This design comes from an exercise in tuning for small area on the open sky130 flow, not from production work. Only simulation tests tie the RTL to the original design; equivalence was not proved. Power is estimated from default activity; no workload was simulated. The clock port is modelled as an ideal driver; clocking choices that lean on that would not hold on a real chip.

<file path="flow/constraint.sdc">
create_clock -name core_clock -period 12.0 [get_ports {clk}]
set_input_delay 2.4000 -clock core_clock [delete_from_list [all_inputs] [get_ports {clk}]]
set_output_delay 2.4000 -clock core_clock [all_outputs]
set_load 0.01 [all_outputs]
</file>
<file path="flow/config.mk">
export PLATFORM = sky130hd
export DESIGN_NAME = motu_p2_rx
export DESIGN_NICKNAME = motu_p2_rx
export VERILOG_FILES = /design/flow/design.v
export SDC_FILE = /design/flow/constraint.sdc
export NUM_CORES = 4
export LEC_CHECK = 0
export CAP_MARGIN = 20
export CORE_MARGIN = 2
export CORE_UTILIZATION = 60
export CTS_BUF_LIST = sky130_fd_sc_hd__clkbuf_8
export CTS_CLUSTER_SIZE = 30
export PLACE_DENSITY = 0.7
export SLEW_MARGIN = 20
</file>
<file path="flow/run.sh">
#!/bin/bash
# synth_recipe.tcl (not shown) runs the flow's synth.tcl, then flattens the netlist and writes it again
# the make line also repeats each setting of config.mk as NAME=value (left out here)
make -C /OpenROAD-flow-scripts/flow DESIGN_CONFIG=/design/flow/config.mk WORK_HOME=/design/flow/orfs CLKGATE_MAP_FILE= SYNTH_SCRIPT=/design/flow/synth_recipe.tcl finish
</file>
<file path="flow/design.v">
module motu_p2_rx (
    input  wire       clk,
    input  wire       rst,         
    input  wire [3:0] cfg_nin,     
    input  wire       in_valid,
    output reg        in_ready,
    input  wire [7:0] in_data,
    input  wire       in_sop,      
    output wire       dl_valid,
    input  wire       dl_ready,
    output wire [3:0] dl_port,
    output wire [7:0] dl_data,
    output wire       dl_last,
    output reg        rp_valid,
    output wire [1:0] rp_code,     
    output wire [7:0] rp_arg
);
    localparam [2:0] S_CLR   = 3'd0,    
                     S_WAIT  = 3'd1,
                     S_SEL   = 3'd2,
                     S_DATA  = 3'd3,
                     S_RS2   = 3'd4,    
                     S_FIXED = 3'd5,
                     S_SYSEX = 3'd6,
                     S_DLV   = 3'd7;    
    reg  [2:0] state;
    reg  [3:0] sel_port;
    reg  [6:0] len;         
    reg  [1:0] rem;         
    reg  [4:0] ph;          
    reg  [3:0] ph9;         
    reg        rp_kind;     
    reg  [7:0] b_q;         
    reg        obv;
    reg  [7:0] ob;
    reg  [7:0] mr0 [0:31];
    reg  [7:0] mr1 [0:31];
    reg  [6:0] lr  [0:8];
    wire [6:0] lr_tap = lr[8];
    wire [7:0] cur_last = (lr_tap == 7'd0) ? 8'h00 : {1'b1, ~lr_tap};
    wire [7:0] b      = in_data;
    wire       ign    = in_sop || (b == 8'hFF);
    wire       al9    = (ph9 == sel_port);
    wire       alw    = (ph == len[4:0]);             
    wire       alr    = (ph[3:0] == len[3:0]);        
    function [1:0] cls;
        input [7:0] c;
        begin
            if (c == 8'hF0)                               cls = 2'd0;
            else if (c == 8'hF5)                          cls = 2'd1;
            else if (c[7] == 1'b0 || c[6] == 1'b0 || c[7:4] == 4'hE) cls = 2'd3;
            else                                          cls = 2'd2;
        end
    endfunction
    function [1:0] slen;
        input [7:0] c;
        begin
            if (c[7:4] == 4'hC || c[7:4] == 4'hD)         slen = 2'd2;
            else if (c[7:4] != 4'hF)                      slen = 2'd3;
            else if (c == 8'hF1 || c == 8'hF2 || c == 8'hF3) slen = 2'd2;
            else                                          slen = 2'd1;
        end
    endfunction
    always @(*) begin
        case (state)
            S_WAIT, S_SEL:           in_ready = 1'b1;
            S_DATA:                  in_ready = al9 && !(in_valid && !in_sop && !b[7]);
            S_RS2, S_FIXED, S_SYSEX: in_ready = alw;
            default:                 in_ready = 1'b0;
        endcase
    end
    wire take   = in_valid && in_ready;
    wire feed   = take && !ign;
    wire start  = (state == S_DATA) && in_valid && al9 && !ign;
    wire app    = start || (feed && (state == S_RS2 || state == S_FIXED ||
                                     (state == S_SYSEX && !len[6])));
    wire [7:0] wdata = (start && !b[7]) ? cur_last : b;
    wire       wring = !start && len[5];
    wire       lwe  = start && b[7];
    wire [6:0] lins = (state == S_CLR) ? 7'd0 : (lwe ? ~b[6:0] : lr_tap);
    wire       xfer  = obv && dl_ready;
    wire       ld    = (state == S_DLV) && alr && (!obv || (dl_ready && !dl_last));
    reg  [7:0] tap;
    always @(*) begin
        case ({len[5], ph[4] ^ len[4]})
            2'd0: tap = mr0[31];
            2'd1: tap = mr0[15];
            2'd2: tap = mr1[31];
            default: tap = mr1[15];
        endcase
    end
    integer i;
    always @(posedge clk) begin
        mr0[0] <= (app && !wring) ? wdata : mr0[31];
        mr1[0] <= (app &&  wring) ? wdata : mr1[31];
        for (i = 1; i < 32; i = i + 1) begin
            mr0[i] <= mr0[i-1];
            mr1[i] <= mr1[i-1];
        end
        lr[0] <= lins;
        for (i = 1; i < 9; i = i + 1)
            lr[i] <= lr[i-1];
    end
    always @(posedge clk) begin
        if (rst) begin
            state    <= S_CLR;
            ph9      <= 4'd0;
            obv      <= 1'b0;
            rp_valid <= 1'b0;
        end else begin
            ph9      <= (ph9 == 4'd8) ? 4'd0 : ph9 + 4'd1;
            rp_valid <= 1'b0;
            case (state)
                S_CLR: if (ph9 == 4'd8) state <= S_WAIT;
                S_WAIT: if (feed && b == 8'hF5) state <= S_SEL;
                S_SEL: if (feed) begin
                    if (b >= {4'd0, cfg_nin}) begin
                        rp_valid <= 1'b1;
                        rp_kind  <= 1'b1;
                        state    <= S_WAIT;
                    end else begin
                        sel_port <= b[3:0];
                        state    <= S_DATA;
                    end
                end
                S_DATA: if (start) begin
                    len <= 7'd1;
                    if (!b[7]) begin
                        rem   <= cls(cur_last);
                        state <= S_RS2;
                    end else if (b == 8'hF5) begin
                        state <= S_SEL;
                    end else if (b == 8'hF0) begin
                        rem   <= 2'd0;
                        state <= S_SYSEX;
                    end else begin
                        rem <= slen(b);
                        if (slen(b) == 2'd1) begin
                            len   <= 7'd0;
                            state <= S_DLV;
                        end else begin
                            state <= S_FIXED;
                        end
                    end
                end
                S_RS2: if (feed) begin
                    len <= 7'd2;
                    case (rem)
                        2'd0: state <= S_SYSEX;
                        2'd1: state <= S_SEL;
                        2'd2: begin len <= 7'd0; state <= S_DLV; end
                        default: state <= S_FIXED;
                    endcase
                end
                S_FIXED: if (feed) begin
                    len <= len + 7'd1;
                    if (len[1:0] + 2'd1 == rem) begin
                        len   <= 7'd0;
                        state <= S_DLV;
                    end
                end
                S_SYSEX: if (feed) begin
                    if (len[6]) begin
                        rp_valid <= 1'b1;
                        rp_kind  <= 1'b0;
                        state    <= S_WAIT;
                    end else begin
                        len <= len + 7'd1;
                        if (b == 8'hF7) begin
                            len   <= 7'd0;
                            state <= S_DLV;
                        end
                    end
                end
                S_DLV: begin
                    if (ld) begin
                        obv <= 1'b1;
                        len <= len + 7'd1;
                    end else if (xfer) begin
                        obv <= 1'b0;
                        if (dl_last) state <= S_DATA;
                    end
                end
                default: ;
            endcase
        end
        ph   <= start ? 5'd1 : ph + 5'd1;
        b_q  <= b;
        if (ld) ob <= tap;
    end
    assign dl_valid = obv;
    assign dl_port  = sel_port;
    assign dl_data  = ob;
    assign dl_last  = (rem == 2'd0) ? (ob == 8'hF7) : (len[1:0] == rem);
    assign rp_code  = {rp_kind, !rp_kind};
    assign rp_arg   = rp_kind ? b_q : {4'd0, sel_port};
endmodule
</file>
==> results of run 1 <==
[sequential cells by signal, indices dropped and copies added (netlist names)]
name	flops
sel_port	4
mr0	256
b_q	8
obv	1
len	7
rp_valid	1
ob	8
ph9	4
rp_kind	1
ph	5
state	3
mr1	256
lr	63
rem	2
[where the power goes]
| group | leakage, nW | internal, mW | switching [mW] | total, mW |
|---|---|---|---|---|
| Combinational | 0.980 | 0.0639 | 0.0857 | 0.150 |
| Clock | 1.02 | 0.856 | 0.726 | 1.58 |
| Sequential | 5.00 | 2.11 | 0.0359 | 2.15 |
[area by class of cell]
class | instances | area, sq um
Sequential cell | 619 | 12610
Clock inverter | 43 | 255.2
Timing Repair Buffer | 43 | 427.9
Clock buffer | 110 | 1514
Inverter | 16 | 60.06
Multi-Input combinational cell | 247 | 1912
Fill cell | 1622 | 6919
Tap cell | 324 | 405.4
[worst min-delay path by stage]
stage | end | start
final | lr[3][4] | lr[2][4]
after global routing | mr0[6][0] | mr0[5][0]
after CTS | lr[3][4] | lr[2][4]
after detailed placement | mr0[19][1] | mr0[18][1]
after global placement | mr1[14][3] | mr1[13][3]
after floorplan | lr[1][0] | lr[0][0]
[stage by stage]
step,power [mW],worst slack (ns),hold slack (ns),area [sq um]
5_1_grt,4.039,4.983,0.2992,17190
2_1_floorplan,2.284,6.285,0.3096,14640
3_3_place_gp,2.338,5.054,0.3098,15410
3_5_place_dp,2.341,5.060,0.3121,15410
4_1_cts,3.929,5.072,0.2927,17180
6_report,3.880,5.062,0.2977,17190
[per-layer routing]
metal,vias up,wire (um),track usage (%)
met5,-,0,0
met1,2999,10340,23.76
met4,0,529,8.354
li1,3211,-,-
met2,145,8893,24.12
met3,40,923,4.442
[Yosys cell counts (2+ instances only)]
master,count
sky130_fd_sc_hd__dfxtp_1,597
sky130_fd_sc_hd__nor4_1,3
sky130_fd_sc_hd__xor2_1,11
sky130_fd_sc_hd__a211oi_1,2
sky130_fd_sc_hd__edfxtp_1,22
sky130_fd_sc_hd__clkbuf_1,6
sky130_fd_sc_hd__o32ai_1,2
sky130_fd_sc_hd__nor2_1,35
sky130_fd_sc_hd__o31a_1,2
sky130_fd_sc_hd__buf_2,3
sky130_fd_sc_hd__o41ai_1,2
sky130_fd_sc_hd__mux2_2,25
sky130_fd_sc_hd__nand2b_1,4
sky130_fd_sc_hd__xnor2_1,12
sky130_fd_sc_hd__nor2b_1,3
sky130_fd_sc_hd__nor3_1,7
sky130_fd_sc_hd__a311oi_1,2
sky130_fd_sc_hd__o311ai_0,2
sky130_fd_sc_hd__or2_0,3
sky130_fd_sc_hd__ha_1,8
sky130_fd_sc_hd__nand4_1,3
sky130_fd_sc_hd__or4_1,3
sky130_fd_sc_hd__and2_1,6
sky130_fd_sc_hd__inv_1,15
sky130_fd_sc_hd__mux2i_1,6
sky130_fd_sc_hd__nand2_1,31
sky130_fd_sc_hd__a21o_1,4
sky130_fd_sc_hd__nand3_1,9
sky130_fd_sc_hd__o21ai_0,6
sky130_fd_sc_hd__nand3b_1,2
sky130_fd_sc_hd__a21oi_1,14
sky130_fd_sc_hd__mux4_1,8
sky130_fd_sc_hd__mux2_1,2
sky130_fd_sc_hd__and3_1,3
sky130_fd_sc_hd__o211ai_1,2
[cells by family (layout without fill, tap and decap cells)]
family	after synthesis	after routing	share of synthesized area, %
xor+xnor	23	23	1.376
mux	41	41	3.923
flops	619	619	86.16
compound gates	53	53	2.753
fa+ha+maj	8	8	0.6838
buf+inv	28	212	0.8205
simple gates	122	122	4.282
==> results.yml, run 1 <==
timing:
  slew_headroom_pct: 44.57
  finish_stage_setup_viols: 0
  tns_ns: 0
  report.final.hold_viol_count: 0
  rsz_0062_raised_after_global_routing: "no"
  time_the_worst_path_needs_with_i_o_delays_and_setup_ns: 6.938
  finClkSkew_ns: 0.02676
  min_period_over_period_pct: 57.82
  final-max-slew-violation-count: 0
  achievable-frequency_mhz: 144.1
  tightestPinTransition_ns: 0.8238
detailed_routing:
  drt_wl_cell_um: 14.75
  drc: 0
  via_per_inst: 4.561
  antenna_violating_nets_post_route: 0
  first_pass_detailed_route_iteration_total: 4
  routed_wirelength_um: 20690
  drtIter0Drc: 377
  route.vias.total: 6395
clocking:
  clkLatencyLatePin_ns: 0.60
  htree_levels: 3
  post_cts_resize_count: 0
  cts_tree: "yes"
  ctsHoldBuffers: 0
  clk_pin_slew_worst_paths_ns: 0.07
  number_of_buffers_added_by_the_clock_tree_synthesis_step: 86
  cts_max_path_buffers: 3
  cts_setup_buffers: 0
  clock_sinks: 619
  clock_tree.root_cell: "sky130_fd_sc_hd__clkbuf_8"
power:
  total_leakage_power_nw: 6.996
  pd_cells_nw_per_um2: 225.8
  peakVddDrop_mv: 0.1467
synth:
  mapped_cell_area_sq_um: 14640
  postSynthCellCount: 894
  asyncSetResetFlopFracSynth_pct: 0
  ys_seq_area_share_pct: 86.16
  synth.area.top_cells: "sky130_fd_sc_hd__dfxtp_1 82%, sky130_fd_sc_hd__edfxtp_1 4.5%, sky130_fd_sc_hd__mux2_2 1.9%"
  synth_seq_cells: 619
  yosys.area.top_type: "sky130_fd_sc_hd__dfxtp_1"
  mappedNetlistNets: 919
  synth_flop_cell: "sky130_fd_sc_hd__dfxtp_1"
  area_share_of_the_largest_cell_type_after_synthesis_pct: 81.65
  netlist-cell-type-count: 64
  synth-edff-count: 22
  synth-warning-count: 4
  synth.avg_cell_area_sq_um: 16.37
floorplan:
  rows: 57
  initial_utilization_pct: 60.72
  die_h_um: 160.2
  fp.dieW_um: 160.2
  die_outline_area_sq_um: 25660
  top_level_ports: 43
  core_sq_um: 24110
grt:
  grt_antenna_before_repair: 0
  overflow: 0
  grt_start_max_net_pins: 21
  grt_pass1_vias: 6495
  track_usage_pct: 16.79
  grt_first_pass_wirelength_um: 33320
placed_design:
  gpl.final_weighted_congestion: 0.8813
  dp_hpwl_um: 12210
  dp.cells: 1249
  buffer_ports.inserted: 42
layout:
  postLayoutCoreUtil_pct: 71.30
  layout_commonest_cell: "sky130_fd_sc_hd__dfxtp_1"
  layout-drive-gt1-share_pct: 15.58
  diodes: 0
  area_delta_synth_final_pct: 17.41
  final_cell_mix: "597 x sky130_fd_sc_hd__dfxtp_1, 110 x sky130_fd_sc_hd__clkbuf_8, 42 x sky130_fd_sc_hd__clkdlybuf4s50_1, 40 x sky130_fd_sc_hd__inv_1, 35 x sky130_fd_sc_hd__nor2_1"
  fin_cells: 1402
  layout.nets: 1038
outcome:
  outcome: "timing/DRC/antenna clean"
setup_path:
  r2r_end: "len[5]"
  critPathArrivalTime_ns: 4.54
  cpLargestDelayFamily: "buffers and inverters"
  start_kind: "primary input"
  critPathMaxStageDelay_ns: 0.78
  worst-r2r-cell-count: 6
  timing_worst_setup_path_type: "in2out"
  critPathMostFrequentCell: "sky130_fd_sc_hd__clkdlybuf4s50_1"
  worstPathBufferInverterCount: 2
  cp-endpoint: "in_ready"
  cp_data_required_time_ns: 9.60
  r2r_slack_ns: 8.83
  timing.critical_path.slowest_stage_cell: "sky130_fd_sc_hd__clkdlybuf4s50_1"
  worst_setup_path_startpoint: "in_data[7]"
  cp_num_cells: 5
  timing.critical_path.cells: "clkdlybuf4s50_1, nor2_1, or4_4, nand2_1, clkdlybuf4s50_1"
  setup.worst_path.end_class: "output pin"
  worst_r2r_startpoint: "state[2]"
  worst-path-max-fanout: 12
run:
  maxCapViolCount: 0
worst_hold_path:
  worstHoldPathType: "reg2reg"
  whs_path_depth: 0
==> run 2: changes to the inputs <==
==> flow/flow/run.sh (new file) <==
#!/bin/bash
# Own layout flow: the standard flow (standard synthesis, floorplan, placement,
# routing) with a leaner clock tree: larger sink clusters driven by clkbuf_16 and no
# dummy loads, and the smallest buffer on the ports. All tool output goes to
# flow_make.log here; ORFS's per-step logs stay under orfs/logs/.
set -euo pipefail
bash standard.sh \
  "CTS_ARGS=-sink_clustering_enable -repair_clock_nets -dont_use_dummy_load -buf_list sky130_fd_sc_hd__clkbuf_16 -sink_clustering_size 24 -sink_clustering_max_diameter 60" \
  "BUFFER_PORTS_ARGS=-buffer_cell sky130_fd_sc_hd__buf_1" \
  finish > flow_make.log 2>&1
==> flow/standard.sh (new file) <==
#!/bin/bash
# synth_recipe.tcl (not shown) runs the flow's synth.tcl, then flattens the netlist and writes it again
# the make line also repeats each setting of config.mk as NAME=value (left out here)
make -C /OpenROAD-flow-scripts/flow DESIGN_CONFIG=/design/flow/config.mk WORK_HOME=/design/flow/orfs CLKGATE_MAP_FILE= SYNTH_SCRIPT=/design/flow/synth_recipe.tcl "${@:-finish}"
--- a/flow/config.mk
+++ b/flow/config.mk
@@ -7,2 +7,3 @@
 export LEC_CHECK = 0
+export ABC_AREA = 1
 export CAP_MARGIN = 20
@@ -10,4 +11,2 @@
 export CORE_UTILIZATION = 60
-export CTS_BUF_LIST = sky130_fd_sc_hd__clkbuf_8
-export CTS_CLUSTER_SIZE = 30
 export PLACE_DENSITY = 0.7
removed: flow/run.sh
==> run 2 against run 1 <==
Still clean on timing, DRC and antenna; maximum frequency up 16%; cell area down 6.7%; sequential cell count unchanged; clock-buffer cell count down 76; worst hold slack better by 0.0012 ns; area after synthesis up 0.23%; clock skew up 0.026 ns; highest routed layer unchanged.
==> results.yml, run 2 <==
outcome:
  outcome: "timing/DRC/antenna clean"
synth:
  mapped_cell_area_sq_um: 14670
  synth_flop_cell: "sky130_fd_sc_hd__dfxtp_1"
  area_share_of_the_largest_cell_type_after_synthesis_pct: 81.46
  synth.area.top_cells: "sky130_fd_sc_hd__dfxtp_1 81%, sky130_fd_sc_hd__edfxtp_1 4.5%, sky130_fd_sc_hd__nand2_1 3.5%"
  yosys.area.top_type: "sky130_fd_sc_hd__dfxtp_1"
  mappedNetlistNets: 1066
  synth-edff-count: 22
  synth-warning-count: 4
  ys_seq_area_share_pct: 85.96
  synth.most_common_cell: "sky130_fd_sc_hd__dfxtp_1"
  postSynthCellCount: 1041
  synth_common_cells: "597 x sky130_fd_sc_hd__dfxtp_1, 138 x sky130_fd_sc_hd__nand2_1, 74 x sky130_fd_sc_hd__inv_1"
  synth_seq_cells: 619
  netlist-cell-type-count: 40
  synth.avg_cell_area_sq_um: 14.09
  asyncSetResetFlopFracSynth_pct: 0
clocking:
  post_cts_resize_count: 0
  clock_sinks: 619
  cts_max_path_buffers: 3
  number_of_buffers_added_by_the_clock_tree_synthesis_step: 34
  clkLatencyLatePin_ns: 0.52
  ctsHoldBuffers: 0
  clock_tree.root_cell: "sky130_fd_sc_hd__clkbuf_16"
  cts_setup_buffers: 0
  clk_pin_slew_worst_paths_ns: 0.07
  cts_tree: "yes"
  htree_levels: 2
grt:
  overflow: 0
  grt_pass1_vias: 6466
  grt_first_pass_wirelength_um: 33110
  grt_start_max_net_pins: 25
  track_usage_pct: 16.40
  grt_antenna_before_repair: 0
floorplan:
  rows: 57
  die_h_um: 160.4
  initial_utilization_pct: 60.68
  die_outline_area_sq_um: 25720
  top_level_ports: 43
  core_sq_um: 24180
  fp.dieW_um: 160.4
layout:
  largestRegisters: "mr0 x256, mr1 x256, lr x63"
  area_delta_synth_final_pct: 9.296
  multiInputGateArea_sq_um: 1705
  layout-drive-gt1-share_pct: 5.311
  final_cell_mix: "597 x sky130_fd_sc_hd__dfxtp_1, 138 x sky130_fd_sc_hd__nand2_1, 74 x sky130_fd_sc_hd__inv_1, 47 x sky130_fd_sc_hd__nor2_1, 42 x sky130_fd_sc_hd__buf_1"
  layout_commonest_cell: "sky130_fd_sc_hd__dfxtp_1"
  layout.nets: 1138
  num-fill-cells: 1743
  sequential_cell_area_sq_um: 12610
  stdcell_area_sq_um: 16040
  diodes: 0
detailed_routing:
  first_pass_detailed_route_iteration_total: 4
  routed_wirelength_um: 20570
  drc: 0
  drt_wl_cell_um: 14.34
  route.vias.total: 6638
  drtIter0Drc: 528
  antenna_violating_nets_post_route: 0
  via_per_inst: 4.626
timing:
  finish_stage_setup_viols: 0
  finClkSkew_ns: 0.05313
  final-max-slew-violation-count: 0
  tns_ns: 0
  min_period_over_period_pct: 49.95
  time_the_worst_path_needs_with_i_o_delays_and_setup_ns: 5.994
  slew_headroom_pct: 38.25
  tightestPinTransition_ns: 0.9229
  report.final.hold_viol_count: 0
  achievable-frequency_mhz: 166.8
  rsz_0062_raised_after_global_routing: "no"
run:
  maxCapViolCount: 0
setup_path:
  timing.critical_path.slowest_stage_cell: "sky130_fd_sc_hd__buf_1"
  cp_num_cells: 8
  worst_setup_path_startpoint: "in_data[7]"
  setup.worst_path.end_class: "output pin"
  worst_r2r_startpoint: "ob[5]"
  r2r_end: "len[1]"
  timing_worst_setup_path_type: "in2out"
  critPathArrivalTime_ns: 3.59
  r2r_slack_ns: 9.45
  critPathMaxStageDelay_ns: 0.49
  start_kind: "primary input"
  worst-r2r-cell-count: 9
  worstPathBufferInverterCount: 4
  cp-endpoint: "in_ready"
  worst-path-max-fanout: 9
  cpLargestDelayFamily: "buffers and inverters"
  cp_data_required_time_ns: 9.60
  timing.critical_path.cells: "buf_1, inv_2, nand3_1, nand2_1, inv_1, nand3_1, nand3_2, buf_1"
placed_design:
  gpl.final_weighted_congestion: 0.8866
  dp_hpwl_um: 13350
  postPlaceCellArea_sq_um: 15180
  buffer_ports.inserted: 42
power:
  total_leakage_power_nw: 6.597
  pd_cells_nw_per_um2: 214.7
  peakVddDrop_mv: 0.1365
worst_hold_path:
  worstHoldPathType: "reg2reg"
-- run 2: changes by cell type after synthesis, moves of 7 or more --
cell                      change
sky130_fd_sc_hd__mux4_1       -8
sky130_fd_sc_hd__o21ai_1      +9
sky130_fd_sc_hd__nand3_1     +11
sky130_fd_sc_hd__inv_1       +59
sky130_fd_sc_hd__mux2_2      -25
sky130_fd_sc_hd__nor2_1      +12
sky130_fd_sc_hd__o21ai_0     +21
sky130_fd_sc_hd__nand2_1    +107
sky130_fd_sc_hd__o22ai_1      +7
sky130_fd_sc_hd__nand4_1      +7
sky130_fd_sc_hd__xnor2_1      -9
-- run 2: cell type report --
class / instances / area share, %
Sequential cell: 619 / 78.65
Multi-Input combinational cell: 335 / 10.64
Clock buffer: 34 / 5.306
Tap cell: 324 / 2.528
Inverter: 81 / 1.896
Timing Repair Buffer: 42 / 0.9831
-- run 2: layer usage --
metal	track usage [%]	vias to the layer above	wire, um	share of wire [%]
li1	-	3383	-	-
met1	23.61	3081	10180	49
met2	25.44	131	8837	43
met3	3.177	43	1083	5.3
met4	5.242	0	473	2.3
met5	0	-	0	0
-- run 2: worst min path at each step --
stage | start | endpoint | slack, ns | cells after the start
final | mr1[2][3] | mr1[3][3] | 0.30 | 0
after detailed placement | mr1[29][2] | mr1[30][2] | 0.31 | 0
after global placement | mr1[10][5] | mr1[11][5] | 0.31 | 0
after global routing | mr1[2][3] | mr1[3][3] | 0.29 | 0
after floorplan | lr[0][0] | lr[1][0] | 0.31 | 0
after CTS | lr[3][0] | lr[4][0] | 0.30 | 0
-- run 2: kinds of logic (layout without fill, tap and decap cells) --
family / Yosys count / count (layout) / synth area share, %
and+or+nand+nor: 246 / 246 / 7.556
xor gates and xnor gates: 9 / 9 / 0.5373
DFF: 619 / 619 / 85.96
AOI/OAI and AO/OA: 72 / 72 / 2.848
adders and majority gates: 8 / 8 / 0.6823
buffers and inverters: 87 / 157 / 2.413
-- run 2: through the flow --
step	util, %	worst slack [ns]	power [mW]	hold slack, ns	instances
after floorplan	-	6.684	2.349	0.3096	1041
after global placement	62.81	6.053	2.408	0.3099	1401
after detailed placement	62.81	6.008	2.412	0.3121	1401
after CTS	66.33	6.016	3.476	0.2969	1435
after global routing	66.33	5.881	3.583	0.2930	1435
final	66.33	6.006	3.443	0.2989	1435
-- run 2: power by group --
part	internal [mW]	switching [mW]	total, mW
Combinational	0.0636	0.140	0.203
Clock	0.506	0.570	1.08
Sequential	2.13	0.0343	2.16
==> run 3: changes to the inputs <==
--- a/flow/flow/run.sh
+++ b/flow/flow/run.sh
@@ -7,3 +7,3 @@
 bash standard.sh \
-  "CTS_ARGS=-sink_clustering_enable -repair_clock_nets -dont_use_dummy_load -buf_list sky130_fd_sc_hd__clkbuf_16 -sink_clustering_size 24 -sink_clustering_max_diameter 60" \
+  "CTS_ARGS=-sink_clustering_enable -repair_clock_nets -dont_use_dummy_load -buf_list sky130_fd_sc_hd__clkbuf_16 -sink_clustering_size 30 -sink_clustering_max_diameter 80" \
   "BUFFER_PORTS_ARGS=-buffer_cell sky130_fd_sc_hd__buf_1" \
--- a/flow/config.mk
+++ b/flow/config.mk
@@ -7,3 +7,2 @@
 export LEC_CHECK = 0
-export ABC_AREA = 1
 export CAP_MARGIN = 20
==> run 3 against run 2 <==
First-iteration DRC count decreased by 33%; power fell by 7.5%; combinational power is 31% lower; global-route usage decreased by 1.3 points; utilization shrank 0.99 points; sequential power is essentially flat; maximum frequency down 4.3%; non-clock buffer count rose by 1; synthesized cell count decreased by 14%; critical endpoint unchanged; setup slack got worse by 0.27 ns; sequential cell count unchanged; critical path depth down 3; largest power group unchanged.
==> results.yml, run 3 <==
timing:
  report.final.hold_viol_count: 0
  final-max-slew-violation-count: 0
  tightestPinTransition_ns: 1.065
  tns_ns: 0
  finish_stage_setup_viols: 0
  rsz_0062_raised_after_global_routing: "no"
  slew_headroom_pct: 28.53
  achievable-frequency_mhz: 159.8
  finClkSkew_ns: 0.02639
  min_period_over_period_pct: 52.16
  time_the_worst_path_needs_with_i_o_delays_and_setup_ns: 6.260
layout:
  layout.nets: 976
  layout_commonest_cell: "sky130_fd_sc_hd__dfxtp_1"
  sequential_cell_area_sq_um: 12610
  multiInputGateArea_sq_um: 1906
  num-fill-cells: 1722
  diodes: 0
  final_cell_mix: "597 x sky130_fd_sc_hd__dfxtp_1, 42 x sky130_fd_sc_hd__buf_1, 35 x sky130_fd_sc_hd__nor2_1, 31 x sky130_fd_sc_hd__nand2_1, 25 x sky130_fd_sc_hd__mux2_2"
  area_delta_synth_final_pct: 7.591
  largestRegisters: "mr0 x256, mr1 x256, lr x63"
  fin_cells: 1273
  layout-drive-gt1-share_pct: 6.639
detailed_routing:
  route.vias.total: 6037
  drtIter0Drc: 356
  drc: 0
  routed_wirelength_um: 19210
  first_pass_detailed_route_iteration_total: 4
  drt_wl_cell_um: 15.09
  antenna_violating_nets_post_route: 0
  via_per_inst: 4.742
run:
  maxCapViolCount: 0
clocking:
  cts_tree: "yes"
  number_of_buffers_added_by_the_clock_tree_synthesis_step: 24
  cts_setup_buffers: 0
  clock_tree.root_cell: "sky130_fd_sc_hd__clkbuf_16"
  clock_sinks: 619
  clk_pin_slew_worst_paths_ns: 0.10
  clkLatencyLatePin_ns: 0.54
  htree_levels: 1
  post_cts_resize_count: 0
  cts_max_path_buffers: 3
  ctsHoldBuffers: 0
floorplan:
  top_level_ports: 43
  rows: 57
  initial_utilization_pct: 60.72
  die_h_um: 160.2
  die_outline_area_sq_um: 25660
  fp.dieW_um: 160.2
  core_sq_um: 24110
synth:
  mappedNetlistNets: 919
  synth.area.top_cells: "sky130_fd_sc_hd__dfxtp_1 82%, sky130_fd_sc_hd__edfxtp_1 4.5%, sky130_fd_sc_hd__mux2_2 1.9%"
  yosys.area.top_type: "sky130_fd_sc_hd__dfxtp_1"
  synth_seq_cells: 619
  ys_seq_area_share_pct: 86.16
  area_share_of_the_largest_cell_type_after_synthesis_pct: 81.65
  synth_common_cells: "597 x sky130_fd_sc_hd__dfxtp_1, 35 x sky130_fd_sc_hd__nor2_1, 31 x sky130_fd_sc_hd__nand2_1"
  synth-edff-count: 22
  synth_flop_cell: "sky130_fd_sc_hd__dfxtp_1"
  postSynthCellCount: 894
  synth.most_common_cell: "sky130_fd_sc_hd__dfxtp_1"
  netlist-cell-type-count: 64
  mapped_cell_area_sq_um: 14640
  synth-warning-count: 4
  asyncSetResetFlopFracSynth_pct: 0
  synth.avg_cell_area_sq_um: 16.37
setup_path:
  timing_worst_setup_path_type: "in2out"
  timing.critical_path.cells: "buf_1, nor2_1, or4_4, nand2_1, buf_1"
  setup.worst_path.end_class: "output pin"
  critPathMostFrequentCell: "sky130_fd_sc_hd__buf_1"
  cpLargestDelayFamily: "simple AND/OR/NAND/NOR gates"
  worst_r2r_startpoint: "state[2]"
  worst_setup_path_startpoint: "in_data[7]"
  cp_data_required_time_ns: 9.60
  critPathArrivalTime_ns: 3.86
  timing.critical_path.slowest_stage_cell: "sky130_fd_sc_hd__or4_4"
  critPathMaxStageDelay_ns: 0.59
  worst-path-max-fanout: 12
  start_kind: "primary input"
  worstPathBufferInverterCount: 2
grt:
  grt_first_pass_wirelength_um: 30360
  overflow: 0
  grt_pass1_vias: 5775
  grt_antenna_before_repair: 0
  track_usage_pct: 15.12
  grt_start_max_net_pins: 31
placed_design:
  dp.cells: 1249
  buffer_ports.inserted: 42
  dp_hpwl_um: 12240
  gpl.final_weighted_congestion: 0.8731
worst_hold_path:
  worstHoldPathType: "reg2reg"
  worst_hold_startpoint: "mr0[8][5]"
power:
  total_power_mw: 3.186
  peakVddDrop_mv: 0.1330
  pd_cells_nw_per_um2: 202.3
  total_leakage_power_nw: 6.157
outcome:
  outcome: "timing/DRC/antenna clean"
-- run 3: cell types whose count changed after synthesis, moves of 9 or more --
cell / before / now
sky130_fd_sc_hd__nand2_1: 138 / 31
sky130_fd_sc_hd__inv_1: 74 / 15
sky130_fd_sc_hd__mux2_2: 0 / 25
sky130_fd_sc_hd__o21ai_0: 27 / 6
sky130_fd_sc_hd__nor2_1: 47 / 35
sky130_fd_sc_hd__nand3_1: 20 / 9
sky130_fd_sc_hd__o21ai_1: 9 / 0
sky130_fd_sc_hd__xnor2_1: 3 / 12
-- run 3: stage by stage --
stage | hold slack, ns | area (sq um) | util (%) | setup slack, ns
floorplan | 0.3096 | 14640 | - | 6.285
global placement | 0.3098 | 15150 | 62.84 | 5.761
detailed placement | 0.3121 | 15150 | 62.84 | 5.750
CTS | 0.3052 | 15750 | 65.33 | 5.745
global route | 0.3061 | 15750 | 65.33 | 5.668
finish | 0.3037 | 15750 | 65.33 | 5.740
-- run 3: cell families (layout without fill, tap and decap cells) --
| kind of cell | after synthesis | count (layout) | share of synthesized area, % |
|---|---|---|---|
| XOR/XNOR | 23 | 23 | 1.376 |
| buffers and inverters | 28 | 83 | 0.8205 |
| multiplexers | 41 | 41 | 3.923 |
| AO/OA/AOI/OAI | 53 | 53 | 2.753 |
| flip-flops | 619 | 619 | 86.16 |
| adder cells (fa/ha/maj) | 8 | 8 | 0.6838 |
| AND/OR/NAND/NOR | 122 | 122 | 4.282 |
-- run 3: where the power goes --
part	switching (mW)	total, mW	internal (mW)
logic	0.0864	0.141	0.0549
clock network	0.538	0.899	0.361
registers	0.0355	2.15	2.11
total	0.660	3.19	2.53
-- run 3: area by class of cell --
cell class	count	area share, %
multi-input cells	247	12.10
clock buffers	24	3.813
inverters	16	0.3813
flip-flops and latches	619	80.08
repair buffers	43	1.049
well taps	324	2.574
-- run 3: worst reg2reg max path: cells and delay by family (launching register included) --
kind	cells	cell delay (ns)
compound gates	2	1.01
simple gates	4	1.26
flops	1	0.85
-- run 3: worst paths after layout --
check / to / slack, ns / depth (start not counted)
worst min register to register: mr0[9][5] / 0.30 / 0
worst max register to register: len[2] / 8.51 / 6
worst min-delay path: mr0[9][5] / 0.30 / 0
worst max-delay path: in_ready / 5.74 / 5
-- run 3: per-layer routing --
metal	GRT usage [%]	vias up	wire [um]	share of wire [%]
met5	0	-	0	0
met1	22.86	2850	9830	51
met2	22.77	130	8055	42
li1	-	3025	-	-
met4	4.054	0	407	2.1
met3	2.727	32	921	4.8
==> run 4: changes to the inputs <==
--- a/flow/flow/run.sh
+++ b/flow/flow/run.sh
@@ -7,3 +7,3 @@
 bash standard.sh \
-  "CTS_ARGS=-sink_clustering_enable -repair_clock_nets -dont_use_dummy_load -buf_list sky130_fd_sc_hd__clkbuf_16 -sink_clustering_size 30 -sink_clustering_max_diameter 80" \
+  "CTS_ARGS=-sink_clustering_enable -repair_clock_nets -dont_use_dummy_load -buf_list sky130_fd_sc_hd__clkbuf_16 -sink_clustering_size 33 -sink_clustering_max_diameter 60" \
   "BUFFER_PORTS_ARGS=-buffer_cell sky130_fd_sc_hd__buf_1" \
==> run 4 against run 3 <==
Critical path depth unchanged; clock skew increased by 0.019 ns; sequential power about the same; clock-buffer cell count increased by 3; clock power increased by 5.6%.
==> results.yml, run 4 <==
synth:
  area_share_of_the_largest_cell_type_after_synthesis_pct: 81.65
  synth.avg_cell_area_sq_um: 16.37
  synth.area.top_cells: "sky130_fd_sc_hd__dfxtp_1 82%, sky130_fd_sc_hd__edfxtp_1 4.5%, sky130_fd_sc_hd__mux2_2 1.9%"
  asyncSetResetFlopFracSynth_pct: 0
  mappedNetlistNets: 919
  ys_seq_area_share_pct: 86.16
  synth_flop_cell: "sky130_fd_sc_hd__dfxtp_1"
  netlist-cell-type-count: 64
  synth_common_cells: "597 x sky130_fd_sc_hd__dfxtp_1, 35 x sky130_fd_sc_hd__nor2_1, 31 x sky130_fd_sc_hd__nand2_1"
  yosys.area.top_type: "sky130_fd_sc_hd__dfxtp_1"
  synth_seq_cells: 619
  mapped_cell_area_sq_um: 14640
  synth.most_common_cell: "sky130_fd_sc_hd__dfxtp_1"
  synth-edff-count: 22
  synth-warning-count: 4
  postSynthCellCount: 894
power:
  power_frac_comb_pct: 4.3
  peakVddDrop_mv: 0.1261
  pd_cells_nw_per_um2: 204.4
  swShare_pct: 20.61
  p_sw_uw: 666.7
  power.clock.fraction_pct: 29.4
  total_leakage_power_nw: 6.194
  seq_power_share_pct: 66.3
  cell_internal_pwr_mw: 2.568
setup_path:
  cpLargestDelayFamily: "simple AND/OR/NAND/NOR gates"
  timing.critical_path.cells: "buf_1, nor2_1, or4_4, nand2_1, buf_1"
  worstPathBufferInverterCount: 2
  worst-path-max-fanout: 12
  critPathMostFrequentCell: "sky130_fd_sc_hd__buf_1"
  worst_setup_path_startpoint: "in_data[7]"
  timing_worst_setup_path_type: "in2out"
  critPathMaxStageDelay_ns: 0.59
  timing.critical_path.slowest_stage_cell: "sky130_fd_sc_hd__or4_4"
  critPathArrivalTime_ns: 3.85
  cp_data_required_time_ns: 9.60
  start_kind: "primary input"
  worst_r2r_startpoint: "state[2]"
  setup.worst_path.end_class: "output pin"
timing:
  rsz_0062_raised_after_global_routing: "no"
  tns_ns: 0
  time_the_worst_path_needs_with_i_o_delays_and_setup_ns: 6.247
  slew_headroom_pct: 28.09
  tightestPinTransition_ns: 1.071
  finish_stage_setup_viols: 0
  final-max-slew-violation-count: 0
  report.final.hold_viol_count: 0
  finClkSkew_ns: 0.04563
  final.setup.worst_slack_ns: 5.753
  achievable-frequency_mhz: 160.1
  min_period_over_period_pct: 52.06
  fin_hold_ws_ns: 0.2741
grt:
  overflow: 0
  grt_antenna_before_repair: 0
  track_usage_pct: 15.16
  grt_first_pass_wirelength_um: 30420
  grt_start_max_net_pins: 34
  grt_pass1_vias: 5765
floorplan:
  die_outline_area_sq_um: 25660
  top_level_ports: 43
  core_sq_um: 24110
  rows: 57
  die_h_um: 160.2
  fp.dieW_um: 160.2
  initial_utilization_pct: 60.72
clocking:
  clkLatencyLatePin_ns: 0.57
  post_cts_resize_count: 0
  cts_tree: "yes"
  cts_max_path_buffers: 3
  ctsHoldBuffers: 0
  clk_pin_slew_worst_paths_ns: 0.11
  clock_tree.root_cell: "sky130_fd_sc_hd__clkbuf_16"
  number_of_buffers_added_by_the_clock_tree_synthesis_step: 27
  htree_levels: 1
  clock_sinks: 619
  cts_setup_buffers: 0
layout:
  num-fill-cells: 1720
  postLayoutCoreUtil_pct: 65.64
  largestRegisters: "mr0 x256, mr1 x256, lr x63"
  layout-drive-gt1-share_pct: 6.933
  diodes: 0
  layout_commonest_cell: "sky130_fd_sc_hd__dfxtp_1"
  fin_cells: 1276
  layout.nets: 979
  area_delta_synth_final_pct: 8.103
  final_cell_mix: "597 x sky130_fd_sc_hd__dfxtp_1, 42 x sky130_fd_sc_hd__buf_1, 35 x sky130_fd_sc_hd__nor2_1, 31 x sky130_fd_sc_hd__nand2_1, 27 x sky130_fd_sc_hd__clkbuf_16"
placed_design:
  buffer_ports.inserted: 42
  post-place-ws_ns: 5.750
  dp.cells: 1249
  dp_hpwl_um: 12240
  gpl.final_weighted_congestion: 0.8731
detailed_routing:
  route.vias.total: 6071
  drtIter0Drc: 397
  via_per_inst: 4.758
  antenna_violating_nets_post_route: 0
  first_pass_detailed_route_iteration_total: 5
  drc: 0
  routed_wirelength_um: 19320
  drt_wl_cell_um: 15.14
run:
  maxCapViolCount: 0
worst_hold_path:
  worst_hold_startpoint: "mr1[3][0]"
  worstHoldPathType: "reg2reg"
outcome:
  outcome: "timing/DRC/antenna clean"
==> run 4: layout make-up <==
cell class | count | area (sq um) | area share, %
Sequential cell | 619 | 12610 | 79.70
Multi-Input combinational cell | 247 | 1906 | 12.04
Clock buffer | 27 | 675.6 | 4.270
Tap cell | 324 | 405.4 | 2.562
Timing Repair Buffer | 43 | 165.2 | 1.044
Inverter | 16 | 60.06 | 0.3795
==> run 4: path summary, 6_finish.rpt <==
kind / end / slack (ns) / cells after the start
min: mr1[4][0] / 0.27 / 0
max: in_ready / 5.75 / 5
min reg2reg: mr1[4][0] / 0.27 / 0
max reg2reg: len[1] / 8.53 / 6
==> run 4: cell families after synthesis <==
family,Yosys count,share of synthesized area [%]
DFF,619,86.16
xor gates and xnor gates,23,1.376
and+or+nand+nor,122,4.282
adders and majority gates,8,0.6838
buffers and inverters,28,0.8205
muxes,41,3.923
AOI/OAI and AO/OA,53,2.753
==> run 4: power by group through the flow <==
stage / registers (mW) / logic, mW / clock network, mW
after floorplan: 2.17 / 0.111 / 0
after global placement: 2.19 / 0.135 / 0
after detailed placement: 2.19 / 0.138 / 0
after CTS: 2.15 / 0.139 / 0.976
after global routing: 2.15 / 0.152 / 1.05
final: 2.15 / 0.140 / 0.949
==> run 4: metal layers <==
layer	global-route usage [%]	vias up	part of all wire [%]	routed length [um]
met2	22.27	127	42	8139
met5	0	-	0	0
met1	23.19	2887	51	9888
met3	2.727	35	4.5	874
li1	-	3022	-	-
met4	4.545	0	2.2	420
==> run 4: metrics by stage <==
stage,power [mW],area [sq um]
3_3_place_gp,2.326,15150
4_1_cts,3.261,15820
6_report,3.234,15820
3_5_place_dp,2.330,15150
2_1_floorplan,2.284,14640
5_1_grt,3.355,15820
==> run 5: changes to the inputs <==
--- a/flow/flow/run.sh
+++ b/flow/flow/run.sh
@@ -7,3 +7,3 @@
 bash standard.sh \
-  "CTS_ARGS=-sink_clustering_enable -repair_clock_nets -dont_use_dummy_load -buf_list sky130_fd_sc_hd__clkbuf_16 -sink_clustering_size 33 -sink_clustering_max_diameter 60" \
+  "CTS_ARGS=-sink_clustering_enable -repair_clock_nets -dont_use_dummy_load -buf_list sky130_fd_sc_hd__clkbuf_8 -sink_clustering_size 20 -sink_clustering_max_diameter 60" \
   "BUFFER_PORTS_ARGS=-buffer_cell sky130_fd_sc_hd__buf_1" \
==> run 5 against run 4 <==
Non-clock buffer count unchanged; still clean; critical endpoint unchanged; routed wire length decreased by 0.18%; clock skew decreased by 0.0021 ns; register-to-register slack got worse by 0.03 ns.
==> results.yml, run 5 <==
placed_design:
  dp_hpwl_um: 12240
  buffer_ports.inserted: 42
  postPlaceCellArea_sq_um: 15150
  gpl.final_weighted_congestion: 0.8731
synth:
  synth.area.top_cells: "sky130_fd_sc_hd__dfxtp_1 82%, sky130_fd_sc_hd__edfxtp_1 4.5%, sky130_fd_sc_hd__mux2_2 1.9%"
  postSynthCellCount: 894
  synth-edff-count: 22
  synth_common_cells: "597 x sky130_fd_sc_hd__dfxtp_1, 35 x sky130_fd_sc_hd__nor2_1, 31 x sky130_fd_sc_hd__nand2_1"
  area_share_of_the_largest_cell_type_after_synthesis_pct: 81.65
  synth_simple_gate_area_share_pct: 4.282
  synth.avg_cell_area_sq_um: 16.37
  mapped_cell_area_sq_um: 14640
  synth_seq_cells: 619
  ys_seq_area_share_pct: 86.16
  asyncSetResetFlopFracSynth_pct: 0
  netlist-cell-type-count: 64
  synth_top_family_by_area: "simple AND/OR/NAND/NOR gates"
  yosys.area.top_type: "sky130_fd_sc_hd__dfxtp_1"
  synth.most_common_cell: "sky130_fd_sc_hd__dfxtp_1"
  synth-warning-count: 4
  muxShareOfSynthArea_pct: 3.923
  mappedNetlistNets: 919
  synth_adder_area_share_pct: 0.6838
  synth_compound_area_share_pct: 2.752
  synth_flop_cell: "sky130_fd_sc_hd__dfxtp_1"
  yosys.area_share.xor_xnor_pct: 1.376
clocking:
  clock_sinks: 619
  clk_pin_slew_worst_paths_ns: 0.11
  clock_tree.root_cell: "sky130_fd_sc_hd__clkbuf_8"
  cts_max_path_buffers: 3
  clkLatencyLatePin_ns: 0.56
  ctsHoldBuffers: 0
  number_of_buffers_added_by_the_clock_tree_synthesis_step: 37
  htree_levels: 2
  post_cts_resize_count: 0
  cts_tree: "yes"
  cts_setup_buffers: 0
setup_path:
  worst-r2r-cell-count: 6
  start_kind: "primary input"
  worst_r2r_startpoint: "state[2]"
  timing.critical_path.slowest_stage_cell: "sky130_fd_sc_hd__or4_4"
  critPathMaxStageDelay_ns: 0.59
  critPathMostFrequentCell: "sky130_fd_sc_hd__buf_1"
  worst-path-max-fanout: 12
  r2r_slack_ns: 8.50
  timing_worst_setup_path_type: "in2out"
  setup.worst_path.end_class: "output pin"
  critPathArrivalTime_ns: 3.84
  timing.critical_path.cells: "buf_1, nor2_1, or4_4, nand2_1, buf_1"
  r2r_end: "len[5]"
  cp_data_required_time_ns: 9.60
detailed_routing:
  routed_wirelength_um: 19290
  drc: 0
  route.vias.total: 6058
  first_pass_detailed_route_iteration_total: 5
  route.top_layer_used: "met4"
  wl_met3_um: 824
  drtIter0Drc: 396
  wl_met2_um: 8068
  drt_wl_cell_um: 15.00
  wl_met1_um: 9906
  antenna_violating_nets_post_route: 0
  via_per_inst: 4.711
power:
  peakVddDrop_mv: 0.1015
  pd_cells_nw_per_um2: 198.1
  total_leakage_power_nw: 6.127
  total_power_mw: 3.102
worst_hold_path:
  whs_path_depth: 0
  hold-path-endpoint: "mr1[4][0]"
  worst_hold_startpoint: "mr1[3][0]"
  worstHoldPathType: "reg2reg"
layout:
  area_delta_synth_final_pct: 6.966
  final_cell_mix: "597 x sky130_fd_sc_hd__dfxtp_1, 42 x sky130_fd_sc_hd__buf_1, 37 x sky130_fd_sc_hd__clkbuf_8, 35 x sky130_fd_sc_hd__nor2_1, 31 x sky130_fd_sc_hd__nand2_1"
  layout-drive-gt1-share_pct: 7.900
  postLayoutCoreUtil_pct: 64.95
  layout_commonest_cell: "sky130_fd_sc_hd__dfxtp_1"
  num-fill-cells: 1739
  largestRegisters: "mr0 x256, mr1 x256, lr x63"
  stdcell_area_sq_um: 15660
  layout.nets: 989
  diodes: 0
timing:
  slew_headroom_pct: 29.24
  finish_stage_setup_viols: 0
  tns_ns: 0
  report.final.hold_viol_count: 0
  time_the_worst_path_needs_with_i_o_delays_and_setup_ns: 6.239
  tightestPinTransition_ns: 1.054
  min_period_over_period_pct: 52.00
  finClkSkew_ns: 0.04350
  achievable-frequency_mhz: 160.3
  final-max-slew-violation-count: 0
  rsz_0062_raised_after_global_routing: "no"
floorplan:
  core_sq_um: 24110
  fp.dieW_um: 160.2
  die_outline_area_sq_um: 25660
  rows: 57
  top_level_ports: 43
  die_h_um: 160.2
  initial_utilization_pct: 60.72
grt:
  track_usage_pct: 15.39
  grt_first_pass_wirelength_um: 30680
  overflow: 0
  grt_pass1_vias: 5833
  grt_antenna_before_repair: 0
  grt_start_max_net_pins: 21
run:
  maxCapViolCount: 0
outcome:
  outcome: "timing/DRC/antenna clean"
-- run 5: cell count changes in the layout (fill, tap and decap cells not counted), sizes merged --
| cell | delta |
|---|---|
| clkbuf | +10 |
-- run 5: cell families after synthesis --
kind of cell | count (synthesis)
and+or+nand+nor | 122
buffers and inverters | 28
muxes | 41
DFF | 619
AOI/OAI and AO/OA | 53
adders and majority gates | 8
xor gates and xnor gates | 23
-- run 5: worst max-delay path by stage --
stage,from,endpoint,depth (start not counted)
final,in_data[7],in_ready,5
after global routing,in_data[7],in_ready,5
after CTS,in_data[7],in_ready,5
after detailed placement,in_data[7],in_ready,5
after global placement,in_data[7],in_ready,5
after floorplan,in_data[7],in_ready,4
-- run 5: final cells by class --
class / instances / area [sq um] / area share (%)
Clock buffer: 37 / 509.2 / 3.252
Inverter: 16 / 60.06 / 0.3836
Multi-Input combinational cell: 247 / 1906 / 12.17
Sequential cell: 619 / 12610 / 80.55
Tap cell: 324 / 405.4 / 2.589
Timing Repair Buffer: 43 / 165.2 / 1.055
-- run 5: worst max-delay path, delay by kind of cell --
family / cells / cell delay, ns
buffers and inverters: 2 / 0.62
and+or+nand+nor: 3 / 0.81
-- run 5: through the flow --
step	std cells	setup slack, ns	hold slack (ns)
floorplan	894	6.285	0.3096
global placement	1249	5.761	0.3098
detailed placement	1249	5.750	0.3121
CTS	1286	5.745	0.2962
global route	1286	5.668	0.2945
finish	1286	5.761	0.2961
-- run 5: per-layer routing --
metal	global-route usage (%)	vias up
li1	-	3041
met1	23.14	2865
met2	22.31	119
met3	3.403	33
met4	5.160	0
met5	0	-
-- run 5: report_power, final --
part | switching (mW) | total, mW | internal, mW
Clock | 0.536 | 0.816 | 0.280
Combinational | 0.0856 | 0.140 | 0.0549
Sequential | 0.0353 | 2.15 | 2.11
Total | 0.657 | 3.10 | 2.45
==> run 6: changes to the inputs <==
--- a/flow/flow/run.sh
+++ b/flow/flow/run.sh
@@ -7,3 +7,3 @@
 bash standard.sh \
-  "CTS_ARGS=-sink_clustering_enable -repair_clock_nets -dont_use_dummy_load -buf_list sky130_fd_sc_hd__clkbuf_8 -sink_clustering_size 20 -sink_clustering_max_diameter 60" \
+  "CTS_ARGS=-sink_clustering_enable -repair_clock_nets -dont_use_dummy_load -buf_list sky130_fd_sc_hd__clkbuf_4 -sink_clustering_size 10 -sink_clustering_max_diameter 40" \
   "BUFFER_PORTS_ARGS=-buffer_cell sky130_fd_sc_hd__buf_1" \
==> run 6 against run 5 <==
Register-to-register slack hardly changed; combinational power hardly changed; global-route usage is 0.32 points higher; via count is 4.0% higher; maximum frequency is 0.18% lower; still clean on timing, DRC and antenna; largest cell class unchanged; sequential share of layout area is 0.21 points lower; clock skew is 0.017 ns higher; sequential cell count stayed put; die area stayed put; highest routed layer unchanged; worst hold slack better by 0.0018 ns.
==> results.yml, run 6 <==
clocking:
  clock_sinks: 619
  cts_max_path_buffers: 3
  cts_tree: "yes"
  ctsHoldBuffers: 0
  clock_tree.root_cell: "sky130_fd_sc_hd__clkbuf_4"
  number_of_buffers_added_by_the_clock_tree_synthesis_step: 73
  clkLatencyLatePin_ns: 0.66
  cts_setup_buffers: 0
  post_cts_resize_count: 0
  htree_levels: 3
  clk_pin_slew_worst_paths_ns: 0.10
grt:
  grt_first_pass_wirelength_um: 31140
  grt_start_max_net_pins: 21
  overflow: 0
  grt_antenna_before_repair: 1
  grt_pass1_vias: 6180
  track_usage_pct: 15.71
synth:
  synth_seq_cells: 619
  synth.avg_cell_area_sq_um: 16.37
  netlist-cell-type-count: 64
  ys_seq_area_share_pct: 86.16
  asyncSetResetFlopFracSynth_pct: 0
  synth.area.top_cells: "sky130_fd_sc_hd__dfxtp_1 82%, sky130_fd_sc_hd__edfxtp_1 4.5%, sky130_fd_sc_hd__mux2_2 1.9%"
  synth-edff-count: 22
  synth.most_common_cell: "sky130_fd_sc_hd__dfxtp_1"
  synth_common_cells: "597 x sky130_fd_sc_hd__dfxtp_1, 35 x sky130_fd_sc_hd__nor2_1, 31 x sky130_fd_sc_hd__nand2_1"
  area_share_of_the_largest_cell_type_after_synthesis_pct: 81.65
  mapped_cell_area_sq_um: 14640
  yosys.area.top_type: "sky130_fd_sc_hd__dfxtp_1"
  postSynthCellCount: 894
  synth_flop_cell: "sky130_fd_sc_hd__dfxtp_1"
  synth-warning-count: 4
  mappedNetlistNets: 919
layout:
  fin_cells: 1323
  num-fill-cells: 1771
  largestRegisters: "mr0 x256, mr1 x256, lr x63"
  final_cell_mix: "597 x sky130_fd_sc_hd__dfxtp_1, 73 x sky130_fd_sc_hd__clkbuf_4, 42 x sky130_fd_sc_hd__buf_1, 35 x sky130_fd_sc_hd__nor2_1, 31 x sky130_fd_sc_hd__nand2_1"
  layout-drive-gt1-share_pct: 11.22
  area_delta_synth_final_pct: 7.248
  stdcell_area_sq_um: 15700
  layout_commonest_cell: "sky130_fd_sc_hd__dfxtp_1"
  layout.nets: 1025
  postLayoutCoreUtil_pct: 65.13
timing:
  tightestPinTransition_ns: 1.067
  report.final.hold_viol_count: 0
  slew_headroom_pct: 28.41
  finClkSkew_ns: 0.06018
  rsz_0062_raised_after_global_routing: "no"
  final.setup.worst_slack_ns: 5.749
  time_the_worst_path_needs_with_i_o_delays_and_setup_ns: 6.251
  fin_hold_ws_ns: 0.2979
  finish_stage_setup_viols: 0
  min_period_over_period_pct: 52.09
  tns_ns: 0
  final-max-slew-violation-count: 0
  achievable-frequency_mhz: 160.0
placed_design:
  dp.cells: 1249
  postPlaceCellArea_sq_um: 15150
  buffer_ports.inserted: 42
  post-place-ws_ns: 5.750
  gpl.final_weighted_congestion: 0.8731
  dp_hpwl_um: 12240
setup_path:
  worstPathBufferInverterCount: 2
  setup.worst_path.end_class: "output pin"
  critPathArrivalTime_ns: 3.85
  worst_r2r_startpoint: "state[2]"
  timing_worst_setup_path_type: "in2out"
  worst-path-max-fanout: 12
  cp_num_cells: 5
  critPathMostFrequentCell: "sky130_fd_sc_hd__buf_1"
  cp_data_required_time_ns: 9.60
  r2r_end: "len[0]"
  worst_setup_path_startpoint: "in_data[7]"
  r2r_slack_ns: 8.51
  start_kind: "primary input"
  worst-r2r-cell-count: 6
  critPathMaxStageDelay_ns: 0.59
  timing.critical_path.cells: "buf_1, nor2_1, or4_4, nand2_1, buf_1"
  timing.critical_path.slowest_stage_cell: "sky130_fd_sc_hd__or4_4"
  cpLargestDelayFamily: "simple AND/OR/NAND/NOR gates"
worst_hold_path:
  worst_hold_startpoint: "mr0[13][4]"
  whs_path_depth: 0
  hold-path-endpoint: "mr0[14][4]"
  worstHoldPathType: "reg2reg"
detailed_routing:
  route.vias.total: 6300
  route.top_layer_used: "met4"
  via_per_inst: 4.762
  drc: 0
  first_pass_detailed_route_iteration_total: 4
  drt_wl_cell_um: 14.77
  routed_wirelength_um: 19550
  wl_met1_um: 9757
  antenna_violating_nets_post_route: 0
  drtIter0Drc: 353
  wl_met3_um: 1053
  wl_met2_um: 8237
floorplan:
  top_level_ports: 43
  die_h_um: 160.2
  initial_utilization_pct: 60.72
  rows: 57
  fp.dieW_um: 160.2
  die_outline_area_sq_um: 25660
  core_sq_um: 24110
power:
  swShare_pct: 21.58
  total_leakage_power_nw: 6.197
  cell_internal_pwr_mw: 2.447
  total_power_mw: 3.120
  power_frac_comb_pct: 4.5
  power.clock.fraction_pct: 26.7
  pd_cells_nw_per_um2: 198.7
  seq_power_share_pct: 68.8
  peakVddDrop_mv: 0.1024
  p_sw_uw: 673.2
run:
  maxCapViolCount: 0
outcome:
  outcome: "timing/DRC/antenna clean"
## run 6: changes by cell type in the layout (fill, tap and decap cells not counted)
cell	before	now
sky130_fd_sc_hd__diode_2	0	1
sky130_fd_sc_hd__clkbuf_4	0	73
sky130_fd_sc_hd__clkbuf_8	37	0
## run 6: layer usage
metal | up-vias | global-route usage [%]
li1 | 3142 | -
met1 | 2961 | 22.55
met2 | 152 | 22.65
met3 | 45 | 4.078
met4 | 0 | 7.084
met5 | - | 0
## run 6: final cells by class
cell class | count | area, sq um | share of cell area, %
Antenna cell | 1 | 2.502 | 0.01594
Clock buffer | 73 | 548.0 | 3.491
Inverter | 16 | 60.06 | 0.3826
Multi-Input combinational cell | 247 | 1906 | 12.14
Sequential cell | 619 | 12610 | 80.34
Tap cell | 324 | 405.4 | 2.582
Timing Repair Buffer | 43 | 165.2 | 1.052
## run 6: cell families (layout without fill, tap and decap cells)
logic type	count (synthesis)	after routing	synth area share [%]
xor+xnor	23	23	1.376
simple gates	122	122	4.282
other cells	0	1	0
buf+inv	28	132	0.8205
mux	41	41	3.923
flops	619	619	86.16
compound gates	53	53	2.753
fa+ha+maj	8	8	0.6838
## run 6: worst max-delay path by stage
stage | end | slack [ns]
final | in_ready | 5.75
after global placement | in_ready | 5.76
after CTS | in_ready | 5.75
after floorplan | in_ready | 6.29
after global routing | in_ready | 5.67
after detailed placement | in_ready | 5.75
## run 6: power by group through the flow
stage	Clock, mW	Sequential (mW)	Combinational (mW)
6_report	0.834	2.15	0.140
2_1_floorplan	0	2.17	0.111
4_1_cts	0.877	2.15	0.139
5_1_grt	0.959	2.15	0.152
3_3_place_gp	0	2.19	0.135
3_5_place_dp	0	2.19	0.138
==> run 7: changes to the inputs <==
--- a/flow/flow/run.sh
+++ b/flow/flow/run.sh
@@ -7,3 +7,3 @@
 bash standard.sh \
-  "CTS_ARGS=-sink_clustering_enable -repair_clock_nets -dont_use_dummy_load -buf_list sky130_fd_sc_hd__clkbuf_4 -sink_clustering_size 10 -sink_clustering_max_diameter 40" \
+  "CTS_ARGS=-sink_clustering_enable -repair_clock_nets -dont_use_dummy_load -buf_list sky130_fd_sc_hd__clkbuf_16 -sink_clustering_size 35 -sink_clustering_max_diameter 80" \
   "BUFFER_PORTS_ARGS=-buffer_cell sky130_fd_sc_hd__buf_1" \
==> run 7 against run 6 <==
Utilization shrank 0.10 points; routed wire length is 1.5% lower; worst hold slack improved by 0.028 ns; sequential share of layout area is 0.13 points higher; die area unchanged; clock power is 2% higher; via count is 5.4% lower; global-route usage shrank 0.71 points; area after synthesis is the same; clock skew decreased by 0.036 ns; critical endpoint unchanged; largest power group unchanged; highest routed layer unchanged.
==> results.yml, run 7 <==
outcome:
  outcome: "timing/DRC/antenna clean"
detailed_routing:
  drc: 0
  route.vias.total: 5959
  routed_wirelength_um: 19250
  drtIter0Drc: 363
  first_pass_detailed_route_iteration_total: 5
  antenna_violating_nets_post_route: 0
  drt_wl_cell_um: 15.16
  via_per_inst: 4.692
grt:
  grt_first_pass_wirelength_um: 30130
  grt_antenna_before_repair: 0
  grt_start_max_net_pins: 36
  grt_pass1_vias: 5654
  track_usage_pct: 15.00
  overflow: 0
timing:
  final-max-slew-violation-count: 0
  achievable-frequency_mhz: 159.9
  tns_ns: 0
  finClkSkew_ns: 0.02379
  report.final.hold_viol_count: 0
  tightestPinTransition_ns: 1.060
  time_the_worst_path_needs_with_i_o_delays_and_setup_ns: 6.256
  min_period_over_period_pct: 52.13
  final.setup.worst_slack_ns: 5.744
  finish_stage_setup_viols: 0
  rsz_0062_raised_after_global_routing: "no"
  slew_headroom_pct: 28.89
clocking:
  clock_sinks: 619
  number_of_buffers_added_by_the_clock_tree_synthesis_step: 21
  ctsHoldBuffers: 0
  clk_pin_slew_worst_paths_ns: 0.12
  htree_levels: 1
  cts_tree: "yes"
  clkLatencyLatePin_ns: 0.54
  cts_setup_buffers: 0
  post_cts_resize_count: 0
  cts_max_path_buffers: 3
  clock_tree.root_cell: "sky130_fd_sc_hd__clkbuf_16"
setup_path:
  timing.critical_path.cells: "buf_1, nor2_1, or4_4, nand2_1, buf_1"
  timing.critical_path.slowest_stage_cell: "sky130_fd_sc_hd__or4_4"
  critPathMostFrequentCell: "sky130_fd_sc_hd__buf_1"
  worstPathBufferInverterCount: 2
  setup.worst_path.end_class: "output pin"
  worst-path-max-fanout: 12
  cp_data_required_time_ns: 9.60
  critPathArrivalTime_ns: 3.86
  critPathMaxStageDelay_ns: 0.59
  start_kind: "primary input"
  timing_worst_setup_path_type: "in2out"
  cpLargestDelayFamily: "simple AND/OR/NAND/NOR gates"
synth:
  synth-warning-count: 4
  synth_seq_cells: 619
  yosys.area.top_type: "sky130_fd_sc_hd__dfxtp_1"
  ys_seq_area_share_pct: 86.16
  synth.avg_cell_area_sq_um: 16.37
  synth.most_common_cell: "sky130_fd_sc_hd__dfxtp_1"
  synth.area.top_cells: "sky130_fd_sc_hd__dfxtp_1 82%, sky130_fd_sc_hd__edfxtp_1 4.5%, sky130_fd_sc_hd__mux2_2 1.9%"
  synth_flop_cell: "sky130_fd_sc_hd__dfxtp_1"
  synth_common_cells: "597 x sky130_fd_sc_hd__dfxtp_1, 35 x sky130_fd_sc_hd__nor2_1, 31 x sky130_fd_sc_hd__nand2_1"
  area_share_of_the_largest_cell_type_after_synthesis_pct: 81.65
  asyncSetResetFlopFracSynth_pct: 0
  netlist-cell-type-count: 64
  mappedNetlistNets: 919
  postSynthCellCount: 894
  synth-edff-count: 22
  mapped_cell_area_sq_um: 14640
floorplan:
  rows: 57
  die_h_um: 160.2
  fp.dieW_um: 160.2
  top_level_ports: 43
  die_outline_area_sq_um: 25660
  core_sq_um: 24110
  initial_utilization_pct: 60.72
power:
  power.clock.fraction_pct: 27.1
  seq_power_share_pct: 68.5
  power_frac_comb_pct: 4.5
  p_sw_uw: 650.2
  peakVddDrop_mv: 0.1194
  pd_cells_nw_per_um2: 200.0
  total_leakage_power_nw: 6.120
  total_power_mw: 3.135
  cell_internal_pwr_mw: 2.485
  swShare_pct: 20.74
layout:
  postLayoutCoreUtil_pct: 65.02
  layout-drive-gt1-share_pct: 6.342
  final_cell_mix: "597 x sky130_fd_sc_hd__dfxtp_1, 42 x sky130_fd_sc_hd__buf_1, 35 x sky130_fd_sc_hd__nor2_1, 31 x sky130_fd_sc_hd__nand2_1, 25 x sky130_fd_sc_hd__mux2_2"
  fin_cells: 1270
  layout_commonest_cell: "sky130_fd_sc_hd__dfxtp_1"
  diodes: 0
  layout.nets: 973
  largestRegisters: "mr0 x256, mr1 x256, lr x63"
  area_delta_synth_final_pct: 7.078
placed_design:
  dp.cells: 1249
  dp_hpwl_um: 12240
  buffer_ports.inserted: 42
  gpl.final_weighted_congestion: 0.8731
  post-place-ws_ns: 5.750
run:
  maxCapViolCount: 0
worst_hold_path:
  worstHoldPathType: "reg2reg"
==> run 7: logic make-up (layout without fill, tap and decap cells) <==
kind of cell	count (synthesis)	count (layout)	share of synthesized area, %
compound gates	53	53	2.753
flops	619	619	86.16
buf+inv	28	80	0.8205
simple gates	122	122	4.282
mux	41	41	3.923
fa+ha+maj	8	8	0.6838
xor+xnor	23	23	1.376
==> run 7: layout make-up <==
cell class	count	area, sq um
clock buffer	21	525.5
fill	1740	8432
inverter	16	60.06
multi-input combinational	247	1906
sequential	619	12610
tap	324	405.4
timing repair buffer	43	165.2
==> run 7: power by group through the flow <==
stage / Clock (mW) / Sequential, mW / Combinational (mW)
floorplan: 0 / 2.17 / 0.111
finish: 0.849 / 2.15 / 0.140
detailed placement: 0 / 2.19 / 0.138
global placement: 0 / 2.19 / 0.135
global route: 0.942 / 2.15 / 0.152
CTS: 0.876 / 2.15 / 0.139
==> run 7: through the flow <==
| stage | cell area (sq um) | hold WS [ns] |
|---|---|---|
| global route | 15670 | 0.3362 |
| CTS | 15670 | 0.3289 |
| detailed placement | 15150 | 0.3121 |
| floorplan | 14640 | 0.3096 |
| global placement | 15150 | 0.3098 |
| finish | 15670 | 0.3262 |
==> run 7: routing by layer <==
layer	track usage (%)	wire [um]	vias up
met5	0	0	-
met4	4.464	542	0
met3	2.519	673	29
met2	22.00	7846	96
met1	23.12	10190	2814
li1	-	-	3020
==> run 7: worst paths after layout <==
path                    from    endpoint  slack [ns]  cells past startpoint
setup reg to reg    state[2]      len[5]        8.54                      6
hold reg to reg   mr1[21][2]  mr1[22][2]        0.33                      0
setup / recovery  in_data[7]    in_ready        5.74                      5
hold / removal    mr1[21][2]  mr1[22][2]        0.33                      0

-- separate check: timing with driven ports --
No port has a modelled driver above. Below, the same layouts with a new extraction and two added sets of constraints. Step 1 assumes that a clkbuf_16 drives the clock port and a buf_2 every other input. Step 2 adds t to the input delays and takes it off the output delays; t is the mean of the earliest and latest rising clock arrival at the registers after step 1. Input paths then give back, and output paths get back, about the clock's delay inside the block. Three values: ideal ports, drivers, drivers and shift; two values: the first two.
run | shift t [ns] | setup WS [ns] | worst slew at a driven data input, ns | pins driven straight from the clock port
run 1 | 0.625 | 5.062 / 5.027 / 5.027 | 0.04 | 1
run 2 | 0.539 | 6.006 / 5.980 / 5.980 | 0.03 | 1
run 3 | 0.578 | 5.740 / 5.712 / 5.712 | 0.04 | 1
run 4 | 0.587 | 5.753 / 5.724 / 5.724 | 0.04 | 1
run 5 | 0.576 | 5.761 / 5.732 / 5.732 | 0.04 | 1
run 6 | 0.670 | 5.749 / 5.720 / 5.720 | 0.04 | 1
run 7 | 0.576 | 5.744 / 5.716 / 5.716 | 0.04 | 1
After both steps every run listed still meets setup and hold. The setup slack of run 1, which loses most, moves by -0.035 ns with the drivers and by -0.035 ns with both steps.
